Source: an optimization exercise on an open RTL-to-GDS flow (aim: small area, a short achievable clock period and few clock cycles). Production flows keep margins and buffers that such runs may drop. The RTL was checked by simulation tests, not by an equivalence proof against the original design. Power is estimated from default activity; no workload was simulated.

==> design.v <==
module slang_core (
    input  wire        clk,
    input  wire        rst,           
    output reg         mem_req,
    output reg         mem_we,
    output reg         mem_ram,
    output reg  [11:0] mem_addr,
    output reg  [7:0]  mem_wdata,
    input  wire        mem_ack,
    input  wire [7:0]  mem_rdata,
    output reg         con_valid,
    output reg  [7:0]  con_data,
    output wire        halted,
    output wire        faulted,
    output wire [3:0]  fault_code,
    input  wire [3:0]  dbg_sel,
    output wire [63:0] dbg_data
);
    localparam [63:0] STACK_TOP = 64'h2FF8;
    localparam [3:0] R_ACC = 4'd0, R_IP = 4'd1, R_SP = 4'd2, R_FP = 4'd3,
                     R_FS  = 4'd4, R_AC = 4'd5;
    localparam [7:0] OP_NOP = 8'h00, OP_HLT = 8'h01, OP_MOV = 8'h02, OP_LOD = 8'h03,
                     OP_STR = 8'h04, OP_ADD = 8'h05, OP_SUB = 8'h06, OP_MUL = 8'h07,
                     OP_DIV = 8'h08, OP_INC = 8'h09, OP_DEC = 8'h0A, OP_AND = 8'h0B,
                     OP_OR  = 8'h0C, OP_XOR = 8'h0D, OP_NOT = 8'h0E, OP_SHL = 8'h0F,
                     OP_SHR = 8'h10, OP_JMP = 8'h11, OP_JEQ = 8'h12, OP_JNE = 8'h13,
                     OP_JGT = 8'h14, OP_JLT = 8'h15, OP_JGE = 8'h16, OP_JLE = 8'h17,
                     OP_JNZ = 8'h18, OP_JEZ = 8'h19, OP_PSH = 8'h1A, OP_POP = 8'h1B,
                     OP_DUP = 8'h1C, OP_SWP = 8'h1D, OP_CLR = 8'h1E, OP_CAL = 8'h1F,
                     OP_RET = 8'h20;
    localparam [3:0] M_NULL = 4'd0, M_RR = 4'd1, M_RM = 4'd2, M_IR = 4'd3,
                     M_IM   = 4'd4, M_MR = 4'd5, M_MM = 4'd6, M_LIT = 4'd7,
                     M_REG  = 4'd8, M_MEM = 4'd9;
    localparam [1:0] K_NONE = 2'd0, K_REG = 2'd1, K_IMM = 2'd2, K_ADR = 2'd3;
    localparam [3:0] F_DECODE = 4'd1, F_INVOP = 4'd2, F_UNKREG = 4'd3,
                     F_OOB    = 4'd4, F_UNMAPW = 4'd5, F_RDWO  = 4'd6,
                     F_DIV0   = 4'd7, F_SHIFT  = 4'd8, F_WROM  = 4'd9;
    localparam [4:0] S_OP = 5'd0, S_MODE = 5'd1, S_R1 = 5'd2, S_F1 = 5'd3,
                     S_R2 = 5'd4, S_F2 = 5'd5, S_RD = 5'd6, S_WR = 5'd7,
                     S_MUL = 5'd8, S_DIV = 5'd9, S_FSADJ = 5'd10, S_RE1 = 5'd11,
                     S_RE2 = 5'd12, S_RE3 = 5'd13, S_HALT = 5'd14, S_FAULT = 5'd15,
                     S_SHL = 5'd16, S_SHR = 5'd17, S_SHRW = 5'd18, S_EX = 5'd19,
                     S_INCW = 5'd20, S_FSW = 5'd21, S_JX = 5'd22;
    localparam [3:0] C_DONE = 4'd0, C_MOVR = 4'd1, C_MOVM = 4'd2, C_ALU = 4'd3,
                     C_INCM = 4'd4, C_PSH = 4'd5, C_POP = 4'd6, C_DUP1 = 4'd7,
                     C_DUP2 = 4'd8, C_SWP1 = 4'd9, C_SWP2 = 4'd10, C_SWP3 = 4'd11,
                     C_CAL = 4'd12, C_RET = 4'd13;
    localparam [2:0] Y_SUM = 3'd0, Y_AND = 3'd1, Y_OR = 3'd2, Y_XOR = 3'd3,
                     Y_NOTA = 3'd4, Y_PASSB = 3'd5, Y_PASSA = 3'd6, Y_CSEL = 3'd7;
    reg [4:0]  st;
    reg [3:0]  cont, fcode;
    reg        exq;              
    reg [63:0] acc, ip, sp, fp, fs;
    reg [63:0] gr5, gr6, gr7, gr8, gr9, gr10, gr11, gr12, gr13;
    reg [7:0]  opb;
    reg [3:0]  mode, r1, r2;
    reg        r1bad;
    reg [63:0] F, T;
    reg [63:0] PR;               
    reg [16:0] ar, a2;           
    reg [2:0]  ai;               
    reg [3:0]  cnt;
    reg [6:0]  dn;
    reg        dlead, first;
    reg        jlt, jeq;
    reg        r1_done;
    function [1:0] first_kind(input [3:0] md);
        case (md)
            M_RR, M_RM, M_REG: first_kind = K_REG;
            M_IR, M_IM, M_LIT: first_kind = K_IMM;
            M_MR, M_MM, M_MEM: first_kind = K_ADR;
            default:           first_kind = K_NONE;
        endcase
    endfunction
    function [1:0] second_kind(input [3:0] md);
        case (md)
            M_RR, M_IR, M_MR: second_kind = K_REG;
            M_RM, M_IM, M_MM: second_kind = K_ADR;
            default:          second_kind = K_NONE;
        endcase
    endfunction
    function accepted(input [7:0] o, input [3:0] md);
        case (o)
            OP_NOP, OP_HLT, OP_DUP, OP_SWP, OP_CLR, OP_RET:
                accepted = (md == M_NULL);
            OP_MOV, OP_LOD, OP_STR:
                accepted = (md == M_RR) || (md == M_RM) || (md == M_IR) ||
                           (md == M_IM) || (md == M_MR) || (md == M_MM);
            OP_ADD, OP_SUB, OP_MUL, OP_DIV, OP_AND, OP_OR, OP_XOR, OP_SHL, OP_SHR:
                accepted = (md == M_RR) || (md == M_IR) || (md == M_MR);
            OP_INC, OP_DEC:
                accepted = (md == M_REG) || (md == M_MEM);
            OP_NOT:
                accepted = (md == M_REG);
            OP_JMP, OP_JEQ, OP_JNE, OP_JGT, OP_JLT, OP_JGE, OP_JLE, OP_JNZ, OP_JEZ,
            OP_PSH, OP_CAL:
                accepted = (md == M_LIT) || (md == M_REG);
            OP_POP:
                accepted = (md == M_NULL) || (md == M_REG);
            default:
                accepted = 1'b0;
        endcase
    endfunction
    function [64:0] add64(input [63:0] a, input [63:0] b, input ci);
        reg [63:0] p, G, P;
        integer l, i, j;
        begin
            p = a ^ b;
            G = a & b;
            P = p;
            G[0] = G[0] | (p[0] & ci);
            for (l = 0; l < 6; l = l + 1)
                for (i = 0; i < 64; i = i + 1)
                    if (((i >> l) & 1) == 1) begin
                        j = ((i >> l) << l) - 1;
                        G[i] = G[i] | (P[i] & G[j]);
                        P[i] = P[i] & P[j];
                    end
            add64[0] = p[0] ^ ci;
            for (i = 1; i < 64; i = i + 1)
                add64[i] = p[i] ^ G[i-1];
            add64[64] = G[63];
        end
    endfunction
    function [63:0] pre64(input [63:0] x);
        integer l, i, j;
        begin
            pre64 = x;
            for (l = 0; l < 6; l = l + 1)
                for (i = 0; i < 64; i = i + 1)
                    if (((i >> l) & 1) == 1) begin
                        j = ((i >> l) << l) - 1;
                        pre64[i] = pre64[i] & pre64[j];
                    end
        end
    endfunction
    function [63:0] inc64(input [63:0] x);
        reg [63:0] c;
        begin
            c = pre64(x);
            inc64 = x ^ {c[62:0], 1'b1};
        end
    endfunction
    function [63:0] dec64(input [63:0] x);
        reg [63:0] c;
        begin
            c = pre64(~x);
            dec64 = x ^ {c[62:0], 1'b1};
        end
    endfunction
    function lt8(input [7:0] a, input [7:0] b);
        integer k;
        begin
            lt8 = 1'b0;
            for (k = 0; k < 8; k = k + 1)
                if (a[k] != b[k]) lt8 = b[k];
        end
    endfunction
    function [2:0] region(input [16:0] d);
        reg lz;
        begin
            lz = ~|d[11:0];
            region[2] = d[16] && (d[15:12] == 4'hF) && (d[11:5] == 7'd0) &&
                        (!d[4] || (d[3:0] == 4'd0));
            region[1] = d[16] && ((d[15:12] == 4'h2) || ((d[15:12] == 4'h3) && lz));
            region[0] = d[16] && ((d[15:12] == 4'h0) || ((d[15:12] == 4'h1) && lz));
        end
    endfunction
    function [16:0] desc(input [63:0] a);
        desc = {~|a[63:16], a[15:0]};
    endfunction
    function [16:0] desc_pm8(input [63:0] x, input dn8);
        reg [63:0] y;
        reg        c;
        reg        hz;
        begin
            if (!dn8) begin
                y = inc64({51'd0, x[15:3]});
                c = &x[15:3];
                hz = c ? (&x[63:16]) : (~|x[63:16]);
            end else begin
                y = dec64({51'd0, x[15:3]});
                c = ~|x[15:3];
                hz = c ? (x[63:16] == 48'd1) : (~|x[63:16]);
            end
            desc_pm8 = {hz, y[12:0], x[2:0]};
        end
    endfunction
    wire fetch_st = (st == S_OP) || (st == S_MODE) || (st == S_R1) ||
                    (st == S_F1) || (st == S_R2) || (st == S_F2);
    wire is_wr    = (st == S_WR);
    wire is_rd    = fetch_st || (st == S_RD);
    wire acc_st   = is_rd || is_wr;
    wire len8     = (st == S_F1) || (st == S_F2) || (st == S_RD) || is_wr;
    reg  [2:0]  freg, areg;      
    wire [16:0] base = fetch_st ? desc(ip) : ar;
    wire [15:0] b_lo = base[15:0];
    wire d_con  = fetch_st ? freg[2] : areg[2];
    wire d_ram  = fetch_st ? freg[1] : areg[1];
    wire d_rom  = fetch_st ? freg[0] : areg[0];
    wire d_mem  = d_ram || d_rom;
    wire mapped = d_mem || d_con;
    wire [3:0]  o3    = {1'b0, b_lo[2:0]} + {1'b0, ai};
    wire [63:0] o9    = inc64({55'd0, b_lo[11:3]});
    wire [12:0] o12   = {o3[3] & (&b_lo[11:3]), o3[3] ? o9[8:0] : b_lo[11:3], o3[2:0]};
    wire [2:0]  nlo   = ~b_lo[2:0];
    wire        c3    = (ai[2] & ~nlo[2]) |
                        ((ai[2] ~^ nlo[2]) & ((ai[1] & ~nlo[1]) |
                                              ((ai[1] ~^ nlo[1]) & ai[0] & ~nlo[0])));
    wire        ocon  = b_lo[4] || (c3 && b_lo[3]);
    wire        oob   = d_con ? ocon : (b_lo[12] || (c3 && (&b_lo[11:3])));
    wire f_rdwo = d_con && !is_wr;
    wire f_oob  = mapped && oob;
    wire f_wrom = d_rom && is_wr;
    wire f_unm  = !mapped && is_wr;
    wire bfault = acc_st && (f_rdwo || f_oob || f_wrom || f_unm);
    wire [3:0] bfcode = f_rdwo ? F_RDWO : f_oob ? F_OOB : f_wrom ? F_WROM : F_UNMAPW;
    wire bok    = mapped && !f_rdwo && !oob && !f_wrom;
    wire step   = acc_st && !bfault && ((d_con || mem_ack) || !mapped);
    wire last   = !len8 || (ai == 3'd7) || !mapped;
    wire [7:0]  bv      = (d_mem && is_rd) ? mem_rdata : 8'd0;
    wire [63:0] F_sh    = {bv, F[63:8]};
    wire [63:0] rd_full = (acc_st && !mapped) ? 64'd0 : F_sh;
    always @* begin
        mem_req   = acc_st && bok && d_mem;
        mem_we    = is_wr;
        mem_ram   = d_ram;
        mem_addr  = o12[11:0];
        mem_wdata = F[7:0];
        con_valid = is_wr && bok && d_con;
        con_data  = F[7:0];
    end
    assign halted     = (st == S_HALT);
    assign faulted    = (st == S_FAULT);
    assign fault_code = faulted ? fcode : 4'd0;
    wire [3:0] ex_idx  = (mode == M_REG) ? r1 : r2;
    reg  [3:0] pidx_r;
    reg        use_bv;
    wire [3:0] pidx_run = use_bv ? bv[3:0] : pidx_r;
    wire [3:0] pidx = (halted || faulted) ? dbg_sel : pidx_run;
    reg [63:0] port;
    always @* begin
        case (pidx)
            4'd0:  port = acc;
            4'd1:  port = ip;
            4'd2:  port = sp;
            4'd3:  port = fp;
            4'd4:  port = fs;
            4'd5:  port = gr5;
            4'd6:  port = gr6;
            4'd7:  port = gr7;
            4'd8:  port = gr8;
            4'd9:  port = gr9;
            4'd10: port = gr10;
            4'd11: port = gr11;
            4'd12: port = gr12;
            4'd13: port = gr13;
            default: port = 64'd0;
        endcase
    end
    assign dbg_data = port;
    wire        ip_c3 = len8 || (&ip[2:0]);
    wire [63:0] ip_hi = pre64({3'b111, ip[63:3]});
    wire [63:0] ipn   = {ip[63:3] ^ ({ip_hi[59:0], 1'b1} & {61{ip_c3}}),
                         len8 ? ip[2:0] : ip[2:0] + 3'd1};
    wire        pr_isip = (st == S_R1 || st == S_R2) && (pidx_run == R_IP);
    wire        f_isip  = (st == S_R2 || st == S_F2) && (r1 == R_IP);
    wire [63:0] pr_fx   = f_isip ? ipn : PR;
    always @(posedge clk)
        PR <= pr_isip ? ipn : port;
    wire [63:0] s_val = F;
    wire [3:0] mode_x = (st == S_MODE) ? M_NULL : mode;
    wire [1:0] k1x    = first_kind(mode_x);
    wire [1:0] k2x    = second_kind(mode_x);
    wire [1:0] k1     = first_kind(mode);
    wire [1:0] k2     = second_kind(mode);
    wire       opb_bad = (|opb[7:6]) || (opb[5] && (|opb[4:0]));
    wire       bv_gt9  = (|bv[7:4]) || (bv[3] && (bv[2] || bv[1]));
    wire       bv_gt13 = (|bv[7:4]) || (bv[3] && bv[2] && bv[1]);
    wire       dec_bad = opb_bad || bv_gt9;
    wire x_ev = step && (((st == S_MODE) && (bv == 8'd0) && !dec_bad) ||
                         ((st == S_R1) && (k2 == K_NONE)) ||
                         ((st == S_F1) && last && (k2 == K_NONE)) ||
                         (st == S_R2) ||
                         ((st == S_F2) && last));
    wire r1bad_x = (st == S_R1) ? bv_gt13 : r1bad;
    wire r2bad_x = bv_gt13;
    wire x_acc   = accepted(opb, mode_x);
    wire x_regok = !((k1x == K_REG) && r1bad_x) && !((k2x == K_REG) && r2bad_x);
    wire [16:0] a2x = !mapped ? 17'h10000 : {a2[16] && (bv == 8'd0), a2[15:0]};
    wire rd_last = (st == S_RD) && step && last;
    wire is_dy   = (opb == OP_ADD) || (opb == OP_SUB) || (opb == OP_AND) ||
                   (opb == OP_OR)  || (opb == OP_XOR) || (opb == OP_MUL) ||
                   (opb == OP_DIV) || (opb == OP_SHL) || (opb == OP_SHR);
    wire is_dy1  = (opb == OP_ADD) || (opb == OP_SUB) || (opb == OP_AND) ||
                   (opb == OP_OR)  || (opb == OP_XOR);
    wire is_mov  = (opb == OP_MOV) || (opb == OP_LOD) || (opb == OP_STR);
    wire ex_now  = (st == S_EX) || ((st == S_OP) && exq);
    wire alu_now = ex_now && is_dy;
    reg        a_zero, a_ones, a_div, a_sp, a_acc;
    reg        b_t, b_acc, b_k;
    reg [63:0] b_const;
    reg        sub, cin;
    reg [2:0]  yop;
    reg        sp_dn;
    wire [63:0] Tm    = first ? 64'd0 : T;
    wire [63:0] a_in  = a_zero ? 64'd0 : a_ones ? {64{1'b1}} :
                        a_div ? {Tm[62:0], acc[63]} : a_sp ? sp : a_acc ? acc : PR;
    wire [63:0] b_in  = b_k ? b_const : b_t ? T : b_acc ? acc : s_val;
    wire [64:0] sum   = add64(a_in, sub ? ~b_in : b_in, sub | cin);
    reg [63:0] alu_y;
    always @* begin
        case (yop)
            Y_AND:   alu_y = a_in & b_in;
            Y_OR:    alu_y = a_in | b_in;
            Y_XOR:   alu_y = a_in ^ b_in;
            Y_NOTA:  alu_y = ~a_in;
            Y_PASSB: alu_y = b_in;
            Y_PASSA: alu_y = a_in;
            Y_CSEL:  alu_y = F[0] ? sum[63:0] : a_in;
            default: alu_y = sum[63:0];
        endcase
    end
    wire [63:0] jv    = (st == S_F1) ? rd_full : PR;
    wire [7:0]  acc_b = acc[8*ai +: 8];
    wire        b_lt  = (bv != acc_b) ? lt8(acc_b, bv) : (jlt && ai != 3'd0);
    wire        b_eq  = (bv == acc_b) && (jeq || ai == 3'd0);
    wire        a_z   = (acc == 64'd0);
    wire        v_eq  = &(a_in ~^ b_in);
    wire        v_gt  = sum[64] && !v_eq;
    wire        j_eq  = (st == S_F1) ? (mapped ? b_eq : a_z) : jeq;
    wire        j_lt  = (st == S_F1) ? (mapped && b_lt) : jlt;
    reg         taken;
    always @* begin
        case (opb)
            OP_JMP:  taken = 1'b1;
            OP_JEQ:  taken = j_eq;
            OP_JNE:  taken = !j_eq;
            OP_JGT:  taken = !j_lt && !j_eq;
            OP_JLT:  taken = j_lt;
            OP_JGE:  taken = !j_lt;
            OP_JLE:  taken = j_lt || j_eq;
            OP_JNZ:  taken = !a_z;
            default: taken = a_z;
        endcase
    end
    wire [3:0] ret_dst = (cnt == 4'd0) ? R_FS : (cnt == 4'd9) ? R_IP : (4'd14 - cnt);
    wire       div_q   = Tm[63] | sum[64];
    wire       mul_end = (F[63:1] == 63'd0);
    wire       mul_skp = (F[7:0] == 8'd0);
    wire       div_skp = dlead && (acc[63:56] == 8'd0) && (dn[6:3] != 4'd7);
    wire [6:0] sh_nx   = (dn[5:3] != 3'd0) ? dn - 7'd8 : dn - 7'd1;
    wire       sh_fin  = (sh_nx[5:0] == 6'd0);
    reg [4:0]  st_n;
    reg [3:0]  cont_n, fc_n;
    reg        fault_n;
    reg        exq_set;
    reg        gw_en, gw_rd;
    reg [3:0]  gw_idx;
    reg        ip_n, ip_j, ip_t;                        
    reg        sp_top, sp_sum;
    reg        fs_sum, fs_clr;
    reg        fp_sum;
    reg        acc_y, acc_dq, acc_d8;
    reg        F_sh_ld, F_sh1, F_port, F_pr, F_ipn, F_y, F_T, F_fp, F_ac;
    reg        T_pr, T_rd, T_div, T_sh1, T_sh8;
    reg        ar_f1, ar_a2x, ar_a2, ar_sp, ar_pm;
    reg        a2_ld;
    reg        cnt_clr, cnt_inc;
    reg        first_set, first_clr;
    reg        div_init, sh_init, jflag;
    function [14:0] alu_cfg(input [4:0] s_, input [3:0] c_, input [7:0] o_, input f_);
        reg az, ao, ad, asp, aac, bt, bac, bk, sb, ci;
        reg [1:0] kc;
        reg [2:0] yo;
        begin
            az = 1'b0; ao = 1'b0; ad = 1'b0; asp = 1'b0; aac = 1'b0;
            bt = 1'b0; bac = 1'b0; bk = 1'b0; kc = 2'd0; sb = 1'b0; ci = 1'b0; yo = Y_SUM;
            case (s_)
                S_MODE, S_R1: begin asp = 1'b1; bk = 1'b1; kc = 2'd1; end       
                S_RD: begin
                    if (c_ == C_POP) begin bk = 1'b1; kc = 2'd2; end            
                    else begin asp = 1'b1; bk = 1'b1; kc = 2'd1; end            
                end
                S_WR:    begin asp = 1'b1; bk = 1'b1; kc = 2'd2; end            
                S_MUL:   begin az = f_; aac = 1'b1; bt = 1'b1; yo = Y_CSEL; end
                S_DIV:   begin ad = 1'b1; sb = 1'b1; end
                S_INCW:  begin az = (o_ == OP_INC); ao = (o_ == OP_DEC); ci = (o_ == OP_INC); end
                S_FSADJ: begin bk = 1'b1; kc = (o_ == OP_PSH) ? 2'd1 : 2'd2; end
                S_RE3:   sb = 1'b1;
                S_SHRW:  yo = Y_PASSB;
                default: begin                       
                    case (o_)
                        OP_SUB: sb = 1'b1;
                        OP_AND: yo = Y_AND;
                        OP_OR:  yo = Y_OR;
                        OP_XOR: yo = Y_XOR;
                        OP_SHL, OP_DIV: yo = Y_PASSA;
                        OP_INC: begin bk = 1'b1; ci = 1'b1; end
                        OP_DEC: begin bk = 1'b1; kc = 2'd3; end
                        OP_NOT: yo = Y_NOTA;
                        OP_MOV, OP_LOD, OP_STR: yo = Y_PASSB;
                        OP_JMP, OP_JEQ, OP_JNE, OP_JGT, OP_JLT, OP_JGE, OP_JLE,
                        OP_JNZ, OP_JEZ: begin sb = 1'b1; bac = 1'b1; end
                        default: ;
                    endcase
                end
            endcase
            alu_cfg = {az, ao, ad, asp, aac, bt, bac, bk, kc, sb, ci, yo};
        end
    endfunction
    reg [14:0] cfg;
    always @* begin
        {a_zero, a_ones, a_div, a_sp, a_acc, b_t, b_acc, b_k} = cfg[14:7];
        case (cfg[6:5])
            2'd0: b_const = 64'd0;
            2'd1: b_const = 64'd8;
            2'd2: b_const = -64'd8;
            default: b_const = {64{1'b1}};
        endcase
        sub = cfg[4];
        cin = cfg[3];
        yop = cfg[2:0];
        sp_dn = ((st == S_RD) && (cont == C_DUP1)) || ((st == S_WR) && (cont != C_SWP3));
    end
    always @* begin
        st_n = st; cont_n = cont; fc_n = fcode; fault_n = 1'b0; exq_set = 1'b0;
        gw_en = 1'b0; gw_rd = 1'b0; gw_idx = R_ACC;
        ip_n = 1'b0; ip_j = 1'b0; ip_t = 1'b0;
        sp_top = 1'b0; sp_sum = 1'b0; 
        fs_sum = 1'b0; fs_clr = 1'b0; fp_sum = 1'b0;
        acc_y = 1'b0; acc_dq = 1'b0; acc_d8 = 1'b0;
        F_sh_ld = 1'b0; F_sh1 = 1'b0; F_port = 1'b0; F_pr = 1'b0; F_ipn = 1'b0; F_y = 1'b0;
        F_T = 1'b0; F_fp = 1'b0; F_ac = 1'b0;
        T_pr = 1'b0; T_rd = 1'b0; T_div = 1'b0; T_sh1 = 1'b0; T_sh8 = 1'b0;
        ar_f1 = 1'b0; ar_a2x = 1'b0; ar_a2 = 1'b0; ar_sp = 1'b0; ar_pm = 1'b0;
        a2_ld = 1'b0; cnt_clr = 1'b0; cnt_inc = 1'b0;
        first_set = 1'b0; first_clr = 1'b0; div_init = 1'b0; sh_init = 1'b0; jflag = 1'b0;
        if (ex_now) begin
            if (st == S_EX) st_n = S_OP;
            case (opb)
                OP_MOV, OP_LOD, OP_STR: begin
                    gw_en = 1'b1; gw_idx = r2;
                end
                OP_INC, OP_DEC, OP_NOT: acc_y = 1'b1;
                OP_JMP, OP_JEQ, OP_JNE, OP_JGT, OP_JLT, OP_JGE, OP_JLE,
                OP_JNZ, OP_JEZ: begin
                    jflag = 1'b1; st_n = S_JX;
                end
                OP_PSH: begin
                    F_pr = 1'b1; ar_sp = 1'b1; st_n = S_WR; cont_n = C_PSH;
                end
                OP_CAL: begin
                    T_pr = 1'b1; ar_sp = 1'b1; cnt_clr = 1'b1;
                    st_n = S_WR; cont_n = C_CAL;
                end
                default: ;               
            endcase
        end
        if ((st == S_R2 || st == S_F2) && r1_done && k1 == K_REG) F_pr = 1'b1;
        if (acc_st && bfault) begin
            fault_n = 1'b1; fc_n = bfcode;
        end else if (acc_st && step) begin
            if (len8 && st != S_F2) F_sh_ld = 1'b1;
            if (fetch_st && (st != S_F1 && st != S_F2 || last)) ip_n = 1'b1;
            case (st)
                S_OP:   st_n = S_MODE;
                S_MODE: begin
                    if (dec_bad) begin
                        fault_n = 1'b1; fc_n = F_DECODE;
                    end else begin
                        case (first_kind(bv[3:0]))
                            K_REG:   st_n = S_R1;
                            K_NONE:  ;
                            default: st_n = S_F1;
                        endcase
                    end
                end
                S_R1: begin
                    case (k2)
                        K_REG:   st_n = S_R2;
                        K_NONE:  ;
                        default: st_n = S_F2;
                    endcase
                end
                S_F1: if (last) begin
                    ar_f1 = 1'b1;
                    case (k2)
                        K_REG:   st_n = S_R2;
                        K_NONE:  ;
                        default: st_n = S_F2;
                    endcase
                end
                S_RD: if (last) begin
                    case (cont)
                        C_MOVR: begin
                            gw_en = 1'b1; gw_rd = 1'b1; gw_idx = r2; st_n = S_OP;
                        end
                        C_MOVM: begin
                            ar_a2 = 1'b1; st_n = S_WR; cont_n = C_DONE;
                        end
                        C_ALU: begin
                            if (is_dy1) begin st_n = S_OP; exq_set = 1'b1; end
                            else st_n = S_EX;
                        end
                        C_INCM: st_n = S_INCW;
                        C_POP: begin
                            gw_en = 1'b1; gw_rd = 1'b1; gw_idx = r1;
                            if (r1 == R_FS) st_n = S_FSW;
                            else begin
                                fs_sum = 1'b1; st_n = S_OP;
                            end
                        end
                        C_DUP1: begin
                            ar_pm = 1'b1; st_n = S_WR; cont_n = C_DUP2;
                        end
                        C_SWP1: begin
                            T_rd = 1'b1; ar_pm = 1'b1; cont_n = C_SWP2;
                        end
                        C_SWP2: begin
                            ar_sp = 1'b1; st_n = S_WR; cont_n = C_SWP3;
                        end
                        default: begin        
                            gw_en = 1'b1; gw_rd = 1'b1; gw_idx = ret_dst;
                            if (cnt == 4'd9) begin
                                F_fp = 1'b1; st_n = S_RE1;
                            end else begin
                                sp_sum = 1'b1; ar_pm = 1'b1; cnt_inc = 1'b1;
                            end
                        end
                    endcase
                end
                S_WR: if (last) begin
                    case (cont)
                        C_PSH: begin
                            sp_sum = 1'b1; st_n = S_FSADJ;
                        end
                        C_DUP2: begin
                            sp_sum = 1'b1; st_n = S_OP;
                        end
                        C_SWP3: begin
                            F_T = 1'b1; ar_pm = 1'b1; cont_n = C_DONE;
                        end
                        C_CAL: begin
                            sp_sum = 1'b1;
                            if (cnt == 4'd9) begin
                                fs_clr = 1'b1; fp_sum = 1'b1; ip_t = 1'b1; st_n = S_OP;
                            end else begin
                                cnt_inc = 1'b1; F_port = 1'b1; ar_pm = 1'b1;
                            end
                        end
                        default: st_n = S_OP;
                    endcase
                end
                default: ;
            endcase
            if (x_ev) begin
                st_n = S_OP;
                if (!x_acc) begin
                    fault_n = 1'b1; fc_n = F_INVOP;
                end else if (!x_regok) begin
                    fault_n = 1'b1; fc_n = F_UNKREG;
                end else begin
                    case (opb)
                        OP_NOP: ;
                        OP_HLT: st_n = S_HALT;
                        OP_MOV, OP_LOD, OP_STR: begin
                            case (mode_x)
                                M_RR, M_IR: begin
                                    if (bv[3:0] == R_IP) st_n = S_EX;
                                    else exq_set = 1'b1;
                                end
                                M_MR: begin st_n = S_RD; cont_n = C_MOVR; end
                                M_MM: begin a2_ld = 1'b1; st_n = S_RD; cont_n = C_MOVM; end
                                default: begin
                                    ar_a2x = 1'b1; st_n = S_WR; cont_n = C_DONE;
                                end
                            endcase
                        end
                        OP_ADD, OP_SUB, OP_AND, OP_OR, OP_XOR, OP_MUL, OP_DIV,
                        OP_SHL, OP_SHR: begin
                            if (mode_x == M_MR) begin
                                st_n = S_RD; cont_n = C_ALU;
                            end else if (is_dy1) begin
                                exq_set = 1'b1;
                            end else begin
                                st_n = S_EX;
                            end
                        end
                        OP_INC, OP_DEC: begin
                            if (mode_x == M_MEM) begin
                                st_n = S_RD; cont_n = C_INCM;
                            end else begin
                                exq_set = 1'b1;
                            end
                        end
                        OP_NOT: exq_set = 1'b1;
                        OP_JMP, OP_JEQ, OP_JNE, OP_JGT, OP_JLT, OP_JGE, OP_JLE,
                        OP_JNZ, OP_JEZ: begin
                            if (mode_x == M_LIT) begin
                                if (taken) begin ip_n = 1'b0; ip_j = 1'b1; end
                            end else begin
                                st_n = S_EX;
                            end
                        end
                        OP_PSH: begin
                            if (mode_x == M_LIT) begin
                                ar_sp = 1'b1; st_n = S_WR; cont_n = C_PSH;
                            end else begin
                                st_n = S_EX;
                            end
                        end
                        OP_POP: begin
                            sp_sum = 1'b1;
                            if (mode_x == M_REG) begin
                                ar_pm = 1'b1; st_n = S_RD; cont_n = C_POP;
                            end else begin
                                st_n = S_FSADJ;
                            end
                        end
                        OP_DUP: begin ar_sp = 1'b1; st_n = S_RD; cont_n = C_DUP1; end
                        OP_SWP: begin ar_sp = 1'b1; st_n = S_RD; cont_n = C_SWP1; end
                        OP_CLR: sp_top = 1'b1;
                        OP_CAL: begin
                            F_ipn = 1'b1;
                            if (mode_x == M_LIT) begin
                                T_rd = 1'b1; ar_sp = 1'b1; cnt_clr = 1'b1;
                                st_n = S_WR; cont_n = C_CAL;
                            end else begin
                                st_n = S_EX;
                            end
                        end
                        default: begin           
                            sp_sum = 1'b1; ar_pm = 1'b1; cnt_clr = 1'b1;
                            st_n = S_RD; cont_n = C_RET;
                        end
                    endcase
                end
            end
        end else begin
            case (st)
                S_INCW: begin
                    F_y = 1'b1; st_n = S_WR; cont_n = C_DONE;
                end
                S_FSW: st_n = S_FSADJ;        
                S_JX: begin
                    if (taken) ip_j = 1'b1;
                    st_n = S_OP;
                end
                S_MUL: begin
                    acc_y = 1'b1; first_clr = 1'b1;
                    if (mul_end) st_n = S_OP;
                    else if (mul_skp) begin F_sh_ld = 1'b1; T_sh8 = 1'b1; end
                    else begin F_sh1 = 1'b1; T_sh1 = 1'b1; end
                end
                S_DIV: begin
                    if (div_skp) begin
                        acc_d8 = 1'b1;
                    end else begin
                        T_div = 1'b1; acc_dq = 1'b1; first_clr = 1'b1;
                        if (dn == 7'd63) st_n = S_OP;
                    end
                end
                S_SHL: begin
                    if (dn[5:3] != 3'd0) acc_d8 = 1'b1; else acc_dq = 1'b1;
                    if (sh_fin) st_n = S_OP;
                end
                S_SHR: begin
                    if (dn[5:3] != 3'd0) F_sh_ld = 1'b1; else F_sh1 = 1'b1;
                    if (sh_fin) st_n = S_SHRW;
                end
                S_SHRW: begin
                    acc_y = 1'b1; st_n = S_OP;
                end
                S_FSADJ: begin
                    fs_sum = 1'b1; st_n = S_OP;
                end
                S_RE1: begin      
                    fp_sum = 1'b1; F_ac = 1'b1; st_n = S_RE2;
                end
                S_RE2: begin      
                    sp_sum = 1'b1; st_n = S_RE3;
                end
                S_RE3: begin      
                    fs_sum = 1'b1; st_n = S_OP;
                end
                default: ;
            endcase
        end
        if (alu_now) begin
            case (opb)
                OP_SHL, OP_SHR:
                    if (s_val[63:6] != 58'd0) begin
                        fault_n = 1'b1; fc_n = F_SHIFT;
                    end else if (opb == OP_SHL) begin
                        acc_y = 1'b1; sh_init = 1'b1;
                        st_n = (s_val[5:0] != 6'd0) ? S_SHL : S_OP;
                    end else begin
                        F_pr = 1'b1; sh_init = 1'b1;
                        st_n = (s_val[5:0] != 6'd0) ? S_SHR : S_SHRW;
                    end
                OP_MUL: begin
                    T_pr = 1'b1; first_set = 1'b1;
                    st_n = S_MUL;
                end
                OP_DIV:
                    if (s_val == 64'd0) begin
                        fault_n = 1'b1; fc_n = F_DIV0;
                    end else begin
                        acc_y = 1'b1; first_set = 1'b1; div_init = 1'b1;
                        st_n = S_DIV;
                    end
                default: acc_y = 1'b1;
            endcase
        end
        if (fault_n) st_n = S_FAULT;
    end
    wire [63:0] gw_val = gw_rd ? rd_full : F;
    wire [63:0] ip_d = (gw_en && gw_idx == R_IP) ? gw_val :
                       ip_j ? jv : ip_t ? T : ip_n ? ipn : ip;
    wire [16:0] ar_d = ar_pm ? desc_pm8(sp, sp_dn) : ar_sp ? desc(sp) : ar_a2 ? a2 :
                       ar_a2x ? a2x : ar_f1 ? desc(rd_full) : ar;
    always @(posedge clk) begin
        if (rst) freg <= 3'b001;             
        else     freg <= region(desc(ip_d));
        areg <= region(ar_d);
    end
    wire [7:0] opb_n = (acc_st && step && st == S_OP) ? bv : opb;
    wire [3:0] r1_n  = (acc_st && step && st == S_R1) ? bv[3:0] : r1;
    wire [3:0] r2_n  = (acc_st && step && st == S_R2) ? bv[3:0] : r2;
    wire [3:0] cnt_n = cnt_clr ? 4'd0 : cnt_inc ? cnt + 4'd1 : cnt;
    wire       first_n = first_set ? 1'b1 : first_clr ? 1'b0 : first;
    reg  [3:0] pidx_n;
    always @* begin
        case (st_n)
            S_WR:       pidx_n = (cont_n == C_CAL) ? ((cnt_n == 4'd8) ? R_FS : cnt_n + 4'd6) : R_FS;
            S_RD:       pidx_n = (cont_n == C_ALU) ? r2_n : R_FS;
            S_RE1:      pidx_n = R_SP;
            S_EX, S_JX: pidx_n = (mode == M_REG) ? r1_n : r2_n;
            default:    pidx_n = R_FS;
        endcase
    end
    always @(posedge clk) begin
        if (rst) begin
            pidx_r <= R_FS;
            use_bv <= 1'b0;
            cfg    <= 15'd0;
        end else begin
            pidx_r <= pidx_n;
            use_bv <= (st_n == S_R2) || ((st_n == S_R1) && (opb_n != OP_POP));
            cfg    <= alu_cfg(st_n, cont_n, opb_n, first_n);
        end
    end
    always @(posedge clk) begin
        if (rst) begin
            st    <= S_OP;
            fcode <= 4'd0;
            exq   <= 1'b0;
            ai    <= 3'd0;
            cnt   <= 4'd0;
            first <= 1'b0;
        end else begin
            st    <= st_n;
            cont  <= cont_n;
            fcode <= fc_n;
            exq   <= exq_set;
            r1_done <= (st == S_R1) && step;
            if (acc_st && step) ai <= last ? 3'd0 : ai + 3'd1;
            if (acc_st && step && st == S_OP) opb <= bv;
            if (acc_st && step && st == S_MODE) begin
                mode <= bv[3:0]; a2[16] <= 1'b1;
            end
            if (acc_st && step && st == S_R1) begin
                r1 <= bv[3:0]; r1bad <= bv_gt13;
            end
            if (acc_st && step && st == S_R2) r2 <= bv[3:0];
            if (acc_st && step && st == S_F1) begin jlt <= b_lt; jeq <= b_eq; end
            if (jflag) begin jlt <= v_gt; jeq <= v_eq; end
            if (acc_st && step && st == S_F2) begin
                if (ai == 3'd0) a2[7:0]  <= bv;
                if (ai == 3'd1) a2[15:8] <= bv;
                if (ai[2:1] != 2'd0) a2[16] <= a2[16] && (bv == 8'd0);
                if (last && !mapped) a2 <= 17'h10000;
            end
            if (a2_ld) a2 <= a2x;
            if (cnt_clr) cnt <= 4'd0;
            if (cnt_inc) cnt <= cnt + 4'd1;
            if (first_set) first <= 1'b1;
            if (first_clr) first <= 1'b0;
            if (div_init) begin dn <= 7'd0; dlead <= 1'b1; end
            if (sh_init) dn <= {1'b0, s_val[5:0]};
            if (st == S_SHL || st == S_SHR) dn <= sh_nx;
            if (st == S_DIV) begin
                if (div_skp) dn <= dn + 7'd8;
                else begin dn <= dn + 7'd1; dlead <= 1'b0; end
            end
            ar <= ar_d;
        end
    end
    always @(posedge clk) begin
        if (!rst) begin
            if (F_sh_ld || F_sh1 || F_port || F_pr || F_ipn || F_y || F_T || F_fp || F_ac)
                F <= F_ipn  ? ipn :
                     F_pr   ? pr_fx :
                     F_port ? port :
                     F_y    ? alu_y :
                     F_T    ? T :
                     F_fp   ? fp :
                     F_ac   ? {gr5[60:0], 3'b000} :
                     F_sh1  ? {1'b0, F[63:1]} :
                              rd_full;
            if (T_pr || T_rd || T_div || T_sh1 || T_sh8)
                T <= T_pr   ? PR :
                     T_rd   ? rd_full :
                     T_div  ? (div_q ? sum[63:0] : a_in) :
                     T_sh1  ? {T[62:0], 1'b0} :
                              {T[55:0], 8'd0};
        end
    end
    always @(posedge clk) begin
        if (rst) begin
            acc <= 64'd0;
            ip  <= 64'd0;
            sp  <= STACK_TOP;
            fp  <= STACK_TOP;
            fs  <= 64'd0;
            gr5 <= 64'd0; gr6 <= 64'd0; gr7 <= 64'd0; gr8 <= 64'd0; gr9 <= 64'd0;
            gr10 <= 64'd0; gr11 <= 64'd0; gr12 <= 64'd0; gr13 <= 64'd0;
        end else begin
            if (gw_en && gw_idx == R_ACC)
                acc <= gw_val;
            else if (acc_y || acc_dq || acc_d8)
                acc <= acc_dq ? {acc[62:0], div_q && (st == S_DIV)} :
                       acc_d8 ? {acc[55:0], 8'd0} : alu_y;
            ip <= ip_d;
            if (gw_en && gw_idx == R_SP)
                sp <= gw_val;
            else if (sp_top || sp_sum)
                sp <= sp_top ? STACK_TOP : sum[63:0];
            if (gw_en && gw_idx == R_FP)
                fp <= gw_val;
            else if (fp_sum)
                fp <= sum[63:0];
            if (gw_en && gw_idx == R_FS)
                fs <= gw_val;
            else if (fs_clr)
                fs <= 64'd0;
            else if (fs_sum)
                fs <= sum[63:0];
            if (gw_en && gw_idx == 4'd5)  gr5  <= gw_val;
            if (gw_en && gw_idx == 4'd6)  gr6  <= gw_val;
            if (gw_en && gw_idx == 4'd7)  gr7  <= gw_val;
            if (gw_en && gw_idx == 4'd8)  gr8  <= gw_val;
            if (gw_en && gw_idx == 4'd9)  gr9  <= gw_val;
            if (gw_en && gw_idx == 4'd10) gr10 <= gw_val;
            if (gw_en && gw_idx == 4'd11) gr11 <= gw_val;
            if (gw_en && gw_idx == 4'd12) gr12 <= gw_val;
            if (gw_en && gw_idx == 4'd13) gr13 <= gw_val;
        end
    end
endmodule
==> run.sh <==
#!/bin/bash
# synth_recipe.tcl (not shown) runs the flow's synth.tcl, then flattens the netlist and writes it again
# the make line also repeats each setting of config.mk as NAME=value (left out here)
make -C /OpenROAD-flow-scripts/flow DESIGN_CONFIG=/design/flow/config.mk WORK_HOME=/design/flow/orfs CLKGATE_MAP_FILE= SYNTH_SCRIPT=/design/flow/synth_recipe.tcl finish
==> config.mk <==
export PLATFORM = sky130hd
export DESIGN_NAME = slang_core
export DESIGN_NICKNAME = slang_core
export VERILOG_FILES = /design/flow/design.v
export SDC_FILE = /design/flow/constraint.sdc
export NUM_CORES = 4
export LEC_CHECK = 0
export CAP_MARGIN = 20
export CELL_PAD_IN_SITES_DETAIL_PLACEMENT = 2
export CELL_PAD_IN_SITES_GLOBAL_PLACEMENT = 4
export CORE_MARGIN = 2
export CORE_UTILIZATION = 25
export PLACE_DENSITY = 0.45
export SETUP_SLACK_MARGIN = 4.5
export SLEW_MARGIN = 20
export TNS_END_PERCENT = 0
==> constraint.sdc <==
create_clock -name core_clock -period 10.0 [get_ports {clk}]
set_input_delay 2.0000 -clock core_clock [delete_from_list [all_inputs] [get_ports {clk}]]
set_output_delay 2.0000 -clock core_clock [all_outputs]
set_load 0.01 [all_outputs]
==> results of run 1 <==
[per-layer routing]
metal / vias up / global-route usage [%] / part of all wire [%]
li1: 40209 / - / -
met1: 54551 / 62.4 / 45
met2: 7001 / 57.1 / 37
met3: 1342 / 16.8 / 13
met4: 36 / 17.9 / 4.9
met5: - / 0 / 0.035
[cells in the mapped netlist, types with 88 or more instances]
cell and instances:
nand4_1 131, nand3_1 127, buf_1 106, mux2i_1 191, o22ai_1 145, nor2b_1 88, a221oi_1 273, xnor2_1 118
edfxtp_1 198, o21ai_0 635, nor2_1 1801, inv_1 242, a31oi_1 96, clkbuf_1 911, nand2_1 1101, o21a_1 109
o211ai_1 184, a21oi_1 756, xor2_1 133, a211oi_1 827, dfxtp_1 1005, a22oi_1 401, ha_1 228, nor3_1 151
[kinds of logic (layout without fill, tap and decap cells)]
logic type	after synthesis	in the layout	synth area share (%)
adders and majority gates	237	237	3.73
xor gates and xnor gates	251	251	2.72
DFF	1203	1203	32.2
other	0	55	0
and+or+nand+nor	3732	3735	19.7
buffers and inverters	1316	1603	6.25
muxes	244	244	3.30
AOI/OAI and AO/OA	3854	3855	32.1
[power by group through the flow]
| stage | logic [µW] | clock network, µW | registers, µW |
|---|---|---|---|
| floorplan | 8660 | 0 | 5880 |
| global placement | 19100 | 0 | 6790 |
| detailed placement | 19400 | 0 | 6790 |
| CTS | 20400 | 6620 | 6690 |
| global route | 22300 | 6790 | 6770 |
| finish | 22300 | 6590 | 6860 |
[through the flow]
stage	setup WS, ns	hold slack (ns)	util, %
after floorplan	4.35	0.447	-
after global placement	1.31	0.486	27.9
after detailed placement	1.23	0.488	28.0
after CTS	3.26	0.503	31.0
after global routing	3.06	0.523	31.2
final	2.96	0.501	31.3
[tightest hold or removal path, cell delays in order (launching register included)]
cell and delay (ns):
dfxtp_1 0.31, nor2_1 0.09, a211oi_1 0.05
[area by class of cell]
class	instances	share of cell area, %
multi-input cells	8322	52.1
inverters	247	0.941
repair buffers	1047	9.88
clock buffers	244	4.89
diodes	55	0.137
well taps	4305	5.35
clock inverters	65	0.752
flip-flops and latches	1203	26.0
[repair_timing]
item                                     CTS  global route
pin swaps                                109            19
setup buffers                            257            13
hold endpoints to repair                   0             0
endpoints found under the setup margin  1361          1287
resized for setup                        363            90
cloned                                    29             0
[worst min-delay path by stage]
stage                     startpoint        to  slack [ns]  cells past startpoint
final                       gr10[21]  gr10[21]        0.50                      2
after global routing         gr8[59]   gr8[59]        0.52                      2
after CTS                   fcode[1]  fcode[1]        0.50                      2
after detailed placement    fcode[1]  fcode[1]        0.49                      2
after global placement      gr10[63]  gr10[63]        0.49                      2
after floorplan             fcode[1]  fcode[1]        0.45                      2
==> results.toml, run 1 <==
[die]
die_height_um = 573
ios = 117
fp.coreArea_um2 = 322000
start_util_pct = 25.2
fp.dieW_um = 573
fp.dieArea_um2 = 328000
rows = 208

[layout]
finalInstanceArea_um2 = 101000
drive_gt1_share_pct = 15.6
finish.net_count = 11242
final_common_cell = "nor2_1"
area_growth_pct = 24.3
final_cells = 15488
n_fill_cell = 36854
seq_area_um2 = 26100
layout_common_cells = "nor2_1, nand2_1, dfxtp_1"
multiInputGateArea_um2 = 52400

[route]
dr_total_vias = 103139
wl_per_cell_um = 48.5
wl_mm = 752
vias_per_cell = 6.66
drt_first_pass_iters = 6
ant_nets = 0
drt_iter0_drc = 16213
drc = 0

[worst_setup_path]
criticalPathCategory = "flop to flop"
r2r_start = "acc[48]"
critPathCapture = "freg[1]"
crit_fanout = 10
crit_path_start = "acc[48]"
worstPathArrival_ns = 7.79
end_kind = "flop"
r2r_setup_slack_ns = 2.96
r2r_cells = 18
timing.rr.end = "freg[1]"
crit_required_ns = 10.75
crit_slowest_cell = "or3_1"
slowest_delay_ns = 0.76
path_cells = "buf_4 > nor4_2 > nand4_1 > nor4_4 > buf_12 > a32oi_1 > a211oi_2 > nand4_2 > or3_1 > a21oi_4 > nand2_4 > o21ai_0 > nand2_1 > a2111o_1 > nor4b_2 > nand4_1 > buf_4 > nor3_1"
crit_cells = 18
cp-start-kind = "flop"
cpLargestDelayFamily = "simple AND/OR/NAND/NOR gates"
cp_num_buf_inv = 3

[clocking]
clockBufferDepth = 4
cts-root-buf = "clkbuf_16"
hold_buffers = 0
cts_tree = "yes"
clk_pin_slew_ns = 0.07
clock-sinks = 1203
clock_latency_ns = 0.91
h-tree-depth = 4
cts_buffers = 170

[flow_run]
maxCapViolCount = 0

[yosys]
synth_top_area_cell = "dfxtp_1"
synth_edf_count = 198
synth_seq_cells = 1203
ys_types = 104
yosysSeqAreaShare_pct = 32.2
async_flop_share_pct = 0
yosysWarnings = 1
netlist_area_um2 = 80900
syn-num-nets = 11088
netlist_instances = 10837
avgSynthCellArea_um2 = 7.47
synth.top_cells.by_area = "dfxtp_1, nor2_1, a211oi_1"
synthFlopType = "dfxtp_1"
netlist.area_leader.share_pct = 24.9

[power_and_ir_drop]
ir_drop_mv = 0.215
sequentialPowerShare_pct = 19.2
total_power_uw = 35800
power.density_nw_per_um2 = 356
p_leak_uw = 0.0366
intPower_uw = 15000
clkPwrFrac_pct = 18.4
p_switching_uw = 20700
switching_share_pct = 58.0
combPwrFrac_pct = 62.4

[global_routing]
antenna_found_initial = 128
grt_pass1_vias = 97037
grt_pass1_wl_mm = 975
grt_start_max_net_pins = 182
grt_overflow = 0
grt.total_usage_pct = 43.7

[timing]
period_needed_ns = 7.04
hold_viol_final = 0
worstMarginPinSlew_ns = 1.39
clock_skew_ns = 0.0625
fmax_mhz = 142
post-route-period-util_pct = 70.4
final_max_slew_viol_count = 0
rsz0062_at_grt = "yes"
max-slew-margin-rel_pct = 6.36
finalSetupViolations = 0
setup-tns-final_ns = 0

[placement]
placedInstanceArea_um2 = 89900
io_buffer_count = 116
dp_cells = 14823
place_congestion = 1.02
post-dp-hpwl_mm = 550

[min_path]
worst_hold_path_type = "flop to flop"

[run_status]
status = "complete, no violations"
Testbench counts, summed over its fixed seeds: cycles 289,918.
==> run 2: changes to the inputs <==
--- a/design.v
+++ b/design.v
@@ -63,4 +63,5 @@
     reg [6:0]  dn;
     reg        dlead, first;
+    reg        rneg;             
     reg        jlt, jeq;
     reg        r1_done;
@@ -308,5 +309,6 @@
                         a_div ? {Tm[62:0], acc[63]} : a_sp ? sp : a_acc ? acc : PR;
     wire [63:0] b_in  = b_k ? b_const : b_t ? T : b_acc ? acc : s_val;
-    wire [64:0] sum   = add64(a_in, sub ? ~b_in : b_in, sub | cin);
+    wire        sub_x = sub ^ rneg;
+    wire [64:0] sum   = add64(a_in, sub_x ? ~b_in : b_in, sub_x | cin);
     reg [63:0] alu_y;
     always @* begin
@@ -346,5 +348,5 @@
     end
     wire [3:0] ret_dst = (cnt == 4'd0) ? R_FS : (cnt == 4'd9) ? R_IP : (4'd14 - cnt);
-    wire       div_q   = Tm[63] | sum[64];
+    wire       div_q   = !(Tm[63] ^ sub_x ^ sum[64]);
     wire       mul_end = (F[63:1] == 63'd0);
     wire       mul_skp = (F[7:0] == 8'd0);
@@ -760,4 +762,5 @@
             cnt   <= 4'd0;
             first <= 1'b0;
+            rneg  <= 1'b0;
         end else begin
             st    <= st_n;
@@ -789,4 +792,5 @@
             if (first_clr) first <= 1'b0;
             if (div_init) begin dn <= 7'd0; dlead <= 1'b1; end
+            if (st == S_DIV && !div_skp) rneg <= (dn == 7'd63) ? 1'b0 : !div_q;
             if (sh_init) dn <= {1'b0, s_val[5:0]};
             if (st == S_SHL || st == S_SHR) dn <= sh_nx;
@@ -813,5 +817,5 @@
                 T <= T_pr   ? PR :
                      T_rd   ? rd_full :
-                     T_div  ? (div_q ? sum[63:0] : a_in) :
+                     T_div  ? sum[63:0] :
                      T_sh1  ? {T[62:0], 1'b0} :
                               {T[55:0], 8'd0};
--- a/config.mk
+++ b/config.mk
@@ -12,5 +12,5 @@
 export CORE_UTILIZATION = 25
 export PLACE_DENSITY = 0.45
-export SETUP_SLACK_MARGIN = 4.5
+export SETUP_SLACK_MARGIN = 3.5
 export SLEW_MARGIN = 20
 export TNS_END_PERCENT = 0
==> run 2 against run 1 <==
Against the previous run: non-clock buffer count rose by 50; synthesized cell count increased by 2.9%; die area is 1.2% higher; routed wire length increased by 5.8%; setup slack improved by 0.064 ns; clock power about the same; via count up 3.7%; clock skew is 0.015 ns higher; sequential share of layout area fell by 0.60 points; critical path type unchanged; highest routed layer unchanged.
==> results.toml, run 2 <==
[route]
drt_iter0_drc = 15878
drt_first_pass_iters = 6
dr_total_vias = 106979
wl_per_cell_um = 50.0
drc = 0
wl_mm = 795
vias_per_cell = 6.72
ant_nets = 0

[timing]
clock_skew_ns = 0.0777
final_max_slew_viol_count = 0
fmax_mhz = 143
period_needed_ns = 6.97
whs_ns = 0.456
setup-tns-final_ns = 0
hold_viol_final = 0
post-route-period-util_pct = 69.7
worstMarginPinSlew_ns = 1.31
max-slew-margin-rel_pct = 12.5
finalSetupViolations = 0
rsz0062_at_grt = "yes"

[die]
ios = 117
die_height_um = 576
fp.coreArea_um2 = 327000
rows = 210
start_util_pct = 25.1
fp.dieW_um = 576
fp.dieArea_um2 = 332000

[worst_setup_path]
path_cells = "nor4_1 > nand4_1 > nor3_4 > nand4_1 > nor3_1 > nor3b_4 > nor2_1 > o2111ai_1 > inv_1 > a2111oi_0 > o31ai_1 > a31o_2 > a211o_1"
end_kind = "flop"
r2r_start = "F[45]"
crit_slowest_cell = "edfxtp_1"
crit_path_start = "F[45]"
criticalPathCategory = "flop to flop"
r2r_setup_slack_ns = 3.03
cp-start-kind = "flop"
timing.rr.end = "pidx_r[2]"
crit_required_ns = 10.77
crit_fanout = 9
slowest_delay_ns = 0.71
cp_num_buf_inv = 1
r2r_cells = 13
worstPathArrival_ns = 7.75
cpMostUsedCell = "nand4_1"
cpLargestDelayFamily = "simple AND/OR/NAND/NOR gates"

[yosys]
yosysWarnings = 1
synth_edf_count = 198
async_flop_share_pct = 0
netlist_instances = 11151
netlist_area_um2 = 81900
synth.top_cells.by_area = "dfxtp_1, nor2_1, edfxtp_1"
ys_types = 109
synthTopCellsByCount = "nor2_1, nand2_1, a21oi_1"
synthFlopType = "dfxtp_1"
netlist.area_leader.share_pct = 24.6
yosysSeqAreaShare_pct = 31.8
synth_top_area_cell = "dfxtp_1"
synth_seq_cells = 1204
avgSynthCellArea_um2 = 7.35
yosysMostFrequentCell = "nor2_1"
syn-num-nets = 11402

[global_routing]
grt_pass1_vias = 102457
grt_pass1_wl_mm = 1020
grt.total_usage_pct = 45.7
grt_overflow = 0
antenna_found_initial = 123
grt_start_max_net_pins = 161

[power_and_ir_drop]
ir_drop_mv = 0.201
p_leak_uw = 0.0374
power.density_nw_per_um2 = 313

[layout]
finalInstanceArea_um2 = 103000
finish.net_count = 11619
n_fill_cell = 37233
final_common_cell = "nor2_1"
layout_common_cells = "nor2_1, nand2_1, a21oi_1"
area_growth_pct = 25.7
final_cells = 15917
drive_gt1_share_pct = 16.3

[clocking]
h-tree-depth = 4
cts_tree = "yes"
cts_buffers = 173
clock-sinks = 1204
cts-root-buf = "clkbuf_16"
clockBufferDepth = 4
clock_latency_ns = 0.97
clk_pin_slew_ns = 0.06
hold_buffers = 0

[min_path]
worstHoldStart = "gr7[17]"
worst_hold_path_type = "flop to flop"
hold_end = "gr7[17]"
hold_depth = 2

[flow_run]
maxCapViolCount = 0

[placement]
place_congestion = 1.01
post-dp-hpwl_mm = 537
dp_cells = 15108
placedInstanceArea_um2 = 90100
io_buffer_count = 116

[run_status]
status = "complete, no violations"
-- run 2: cell types whose count changed in the layout (fill, tap and decap cells not counted), sizes merged, moves of 28 or more --
cell and delta:
o211ai -47, o21ai -121, o22ai -49, nor2 -200, nand2 +450, a22oi +28
dlygate4sd2 -34, a21oi +378, a311oi +54, buf +66, clkbuf +43, mux2 +30
a211oi -350, nor3 +46
-- run 2: cells by family after synthesis --
logic type	share of synthesized area, %
buffers and inverters	6.17
and+or+nand+nor	21.3
DFF	31.8
xor gates and xnor gates	2.36
muxes	3.73
AOI/OAI and AO/OA	30.9
adders and majority gates	3.69
-- run 2: worst max path at each step --
stage / to / cells after the start
3_3_place_gp: freg[2] / 16
6_report: pidx_r[2] / 13
4_1_cts: dbg_data[38] / 19
5_1_grt: F[18] / 39
3_5_place_dp: freg[2] / 16
2_1_floorplan: T[0] / 11
-- run 2: stage by stage --
stage	setup WS (ns)	utilization [%]	power [µW]
finish	3.03	31.5	32200
global route	3.17	31.5	32700
CTS	3.26	30.8	30800
detailed placement	0.925	27.6	23300
global placement	1.06	27.5	23100
floorplan	3.25	-	14500
-- run 2: layout make-up --
cell class / instances / area [µm²] / area share [%]
timing repair buffer: 1097 / 11100 / 10.8
multi-input combinational: 8643 / 53500 / 51.9
tap: 4346 / 5440 / 5.28
sequential: 1204 / 26100 / 25.4
clock inverter: 64 / 688 / 0.668
clock buffer: 248 / 5000 / 4.86
antenna: 66 / 165 / 0.160
inverter: 249 / 947 / 0.920
-- run 2: power breakdown --
part	leakage (µW)	internal [µW]	total [µW]	switching (µW)
combinational	0.0247	5490	19200	13700
sequential	0.00996	5440	6420	981
clock	0.00279	3670	6600	2940
-- run 2: timing repair --
action / in CTS / in global routing
setup endpoints to repair: 871 / 564
cloned: 27 / 10
resized for setup: 459 / 315
setup buffers: 285 / 107
pin swaps: 115 / 105
-- run 2: per-layer routing --
layer,track usage [%],vias to the layer above,share of wire [%]
li1,-,41214,-
met2,64.7,7332,40
met1,59.5,56364,41
met5,0,-,0.021
met3,12.7,2045,11
met4,31.6,24,8.1
-- run 2: worst min-delay path: stages (launching register included) --
cell and delay (ns):
dfxtp_1 0.31, nand2_1 0.05, a21oi_1 0.05
Testbench counts of run 2, summed over its fixed seeds: cycles 289,918.
==> run 3: changes to the inputs <==
--- a/config.mk
+++ b/config.mk
@@ -7,9 +7,9 @@
 export LEC_CHECK = 0
 export CAP_MARGIN = 20
-export CELL_PAD_IN_SITES_DETAIL_PLACEMENT = 2
-export CELL_PAD_IN_SITES_GLOBAL_PLACEMENT = 4
+export CELL_PAD_IN_SITES_DETAIL_PLACEMENT = 1
+export CELL_PAD_IN_SITES_GLOBAL_PLACEMENT = 2
 export CORE_MARGIN = 2
-export CORE_UTILIZATION = 25
-export PLACE_DENSITY = 0.45
+export CORE_UTILIZATION = 35
+export PLACE_DENSITY = 0.55
 export SETUP_SLACK_MARGIN = 3.5
 export SLEW_MARGIN = 20
==> run 3 against run 2 <==
Against the previous run: the layout now fails its checks (max-capacitance violations, max-slew violations); synthesized area is the same; sequential power rose by 1%; cell count down 9.4%; core utilization is 9.9 points higher; sequential share of layout area increased by 1.7 points; via count about the same; clock power decreased by 9.1%; register-to-register slack got worse by 0.51 ns; clock-buffer cell count decreased by 31; sequential cell count is the same; final area shrank 6.3%; setup slack got worse by 0.51 ns; largest power group unchanged.
==> results.toml, run 3 <==
[run_status]
status = "finished with violations"
failed_checks = "max-capacitance violations, max-slew violations"

[global_routing]
grt_pass1_vias = 98713
grt_start_max_net_pins = 189
grt_overflow = 0
antenna_found_initial = 89
grt.total_usage_pct = 53.7
grt_pass1_wl_mm = 879

[yosys]
ys_types = 109
synth.top_cells.by_area = "dfxtp_1, nor2_1, edfxtp_1"
async_flop_share_pct = 0
synthTopCellsByCount = "nor2_1, nand2_1, a21oi_1"
yosysSeqAreaShare_pct = 31.8
yosysMostFrequentCell = "nor2_1"
netlist.area_leader.share_pct = 24.6
netlist_instances = 11151
yosysWarnings = 1
synth_top_area_cell = "dfxtp_1"
synthFlopType = "dfxtp_1"
syn-num-nets = 11402
avgSynthCellArea_um2 = 7.35
synth_seq_cells = 1204
synth_edf_count = 198
netlist_area_um2 = 81900

[worst_setup_path]
r2r_cells = 16
cp-start-kind = "flop"
end_kind = "flop"
r2r_start = "F[57]"
crit_fanout = 33
criticalPathCategory = "flop to flop"
crit_required_ns = 10.54
worstPathArrival_ns = 8.02
r2r_setup_slack_ns = 2.52
timing.rr.end = "F[21]"
crit_path_start = "F[57]"

[route]
ant_nets = 0
wl_per_cell_um = 46.2
drt_iter0_drc = 19120
vias_per_cell = 7.42
drt_first_pass_iters = 9
drc = 0
dr_total_vias = 107036
wl_mm = 666

[clocking]
cts_buffers = 154
cts_tree = "yes"
hold_buffers = 0
clk_pin_slew_ns = 0.06
clock-sinks = 1204
clock_latency_ns = 0.89
h-tree-depth = 4
cts-root-buf = "clkbuf_16"
clockBufferDepth = 3

[power_and_ir_drop]
ir_drop_mv = 0.202
p_leak_uw = 0.0350
power.density_nw_per_um2 = 308
total_power_uw = 29700

[min_path]
hold_end = "gr12[43]"
hold_depth = 2
worstHoldStart = "gr12[43]"
worst_hold_path_type = "flop to flop"

[layout]
n_fill_cell = 27877
final_common_cell = "nor2_1"
finish.net_count = 11312
area_growth_pct = 17.8
seq_area_um2 = 26100
multiInputGateArea_um2 = 52400
layout_common_cells = "nor2_1, nand2_1, a21oi_1"
drive_gt1_share_pct = 12.3

[timing]
max-slew-margin-rel_pct = -3.99
worstMarginPinSlew_ns = 1.56
clock_skew_ns = 0.0748
final_max_slew_viol_count = 29
period_needed_ns = 7.48
finalSetupViolations = 0
whs_ns = 0.452
rsz0062_at_grt = "yes"
hold_viol_final = 0
fmax_mhz = 134
post-route-period-util_pct = 74.8
setup-tns-final_ns = 0

[die]
rows = 177
start_util_pct = 35.2
fp.dieArea_um2 = 238000
die_height_um = 488
fp.coreArea_um2 = 233000
ios = 117
fp.dieW_um = 488

[flow_run]
maxCapViolCount = 1

[placement]
post-dp-hpwl_mm = 453
io_buffer_count = 116
place_congestion = 1.08
[run 3: cell types whose count changed in the layout (fill, tap and decap cells not counted), moves of 44 or more]
cell           before  now
buf_4             736  583
a221oi_1          179  231
dlygate4sd2_1       9   54
buf_12            109   65
buf_6              72   21
a221oi_2           66   17
[run 3: metal layers]
| metal | up-vias | GRT usage (%) | wire length (µm) |
|---|---|---|---|
| met1 | 53209 | 65.7 | 246000 |
| met5 | - | 0 | 425 |
| met4 | 40 | 42.5 | 63500 |
| met2 | 10061 | 71.6 | 254000 |
| met3 | 3128 | 24.6 | 101000 |
| li1 | 40598 | - | - |
[run 3: cells by family after synthesis]
| group | synth area share, % |
|---|---|
| adder cells (fa/ha/maj) | 3.69 |
| AO/OA/AOI/OAI | 30.9 |
| flip-flops | 31.8 |
| AND/OR/NAND/NOR | 21.3 |
| multiplexers | 3.73 |
| XOR/XNOR | 2.36 |
| buffers and inverters | 6.17 |
[run 3: worst max path at each step]
| stage | endpoint | slack [ns] | cells after the start |
|---|---|---|---|
| 6_report | F[21] | 2.52 | 16 |
| 5_1_grt | F[18] | 2.87 | 38 |
| 4_1_cts | dbg_data[10] | 3.20 | 16 |
| 3_5_place_dp | dbg_data[58] | 0.92 | 11 |
| 3_3_place_gp | dbg_data[56] | 1.08 | 11 |
| 2_1_floorplan | T[0] | 3.25 | 11 |
[run 3: critical path, stage by stage (launching register included)]
cell	delay (ns)
edfxtp_1	0.40
nor4_2	0.80
nand4_1	0.60
nor3_4	0.77
nand4_1	0.60
o21ai_1	0.50
buf_2	0.27
a21o_2	0.11
buf_4	0.63
nand2_4	0.57
buf_4	0.46
nand2_1	0.13
o211ai_1	0.09
o211ai_1	0.14
a21oi_1	0.16
a2111oi_0	0.64
o21ai_0	0.20
[run 3: cell type report]
| class | count | area share (%) |
|---|---|---|
| Sequential cell | 1204 | 27.1 |
| Clock inverter | 65 | 0.805 |
| Tap cell | 3132 | 4.06 |
| Antenna cell | 97 | 0.252 |
| Multi-Input combinational cell | 8643 | 54.4 |
| Clock buffer | 217 | 4.63 |
| Timing Repair Buffer | 809 | 7.82 |
| Inverter | 249 | 0.977 |
[run 3: timing repair]
action	in CTS	in global routing
setup buffers	186	12
gates cloned	8	0
pin swaps	76	12
resized for setup	296	51
setup endpoints to repair	880	438
[run 3: where the power goes]
group / internal [µW] / switching, µW
registers: 5440 / 1060
logic: 4980 / 12300
clock network: 3300 / 2700
[run 3: through the flow]
step	utilization [%]	setup WS (ns)	cells	cell area, µm²
2_1_floorplan	-	3.25	11151	81900
3_3_place_gp	37.7	1.08	13823	87800
3_5_place_dp	37.8	0.924	13828	87900
4_1_cts	41.2	3.20	14304	95800
5_1_grt	41.4	2.87	14328	96300
6_report	41.4	2.52	14416	96500

==> static timing again, ports no longer ideal <==
The results above use ideal ports. As a check the final layouts listed here were re-extracted and re-timed, cells and wires unchanged.
Step 1: set_driving_cell puts a clkbuf_16 on clk and a buf_2 on each other input, an assumption about the parent block.
Step 2 moves the port delays by t, midway between the first and last clock arrival at a register: inputs arrive t later, outputs are due t later. That takes back most of the time a late clock gives input paths.
Slacks: no drivers / after step 1 / after step 2; pairs: no drivers / after step 1.
| run | t, ns | setup slack, ns | hold WS [ns] |
|---|---|---|---|
| run 1 | 0.979 | 2.962 / 2.909 / 2.156 | 0.501 / 0.501 / 0.501 |
| run 2 | 1.051 | 3.026 / 3.026 / 2.229 | 0.456 / 0.456 / 0.456 |
| run 3 | 0.966 | 2.520 / 2.520 / 1.981 | 0.452 / 0.452 / 0.452 |
The setup slack of run 1, which loses most, moves by -0.053 ns with the drivers and by -0.806 ns with both steps.
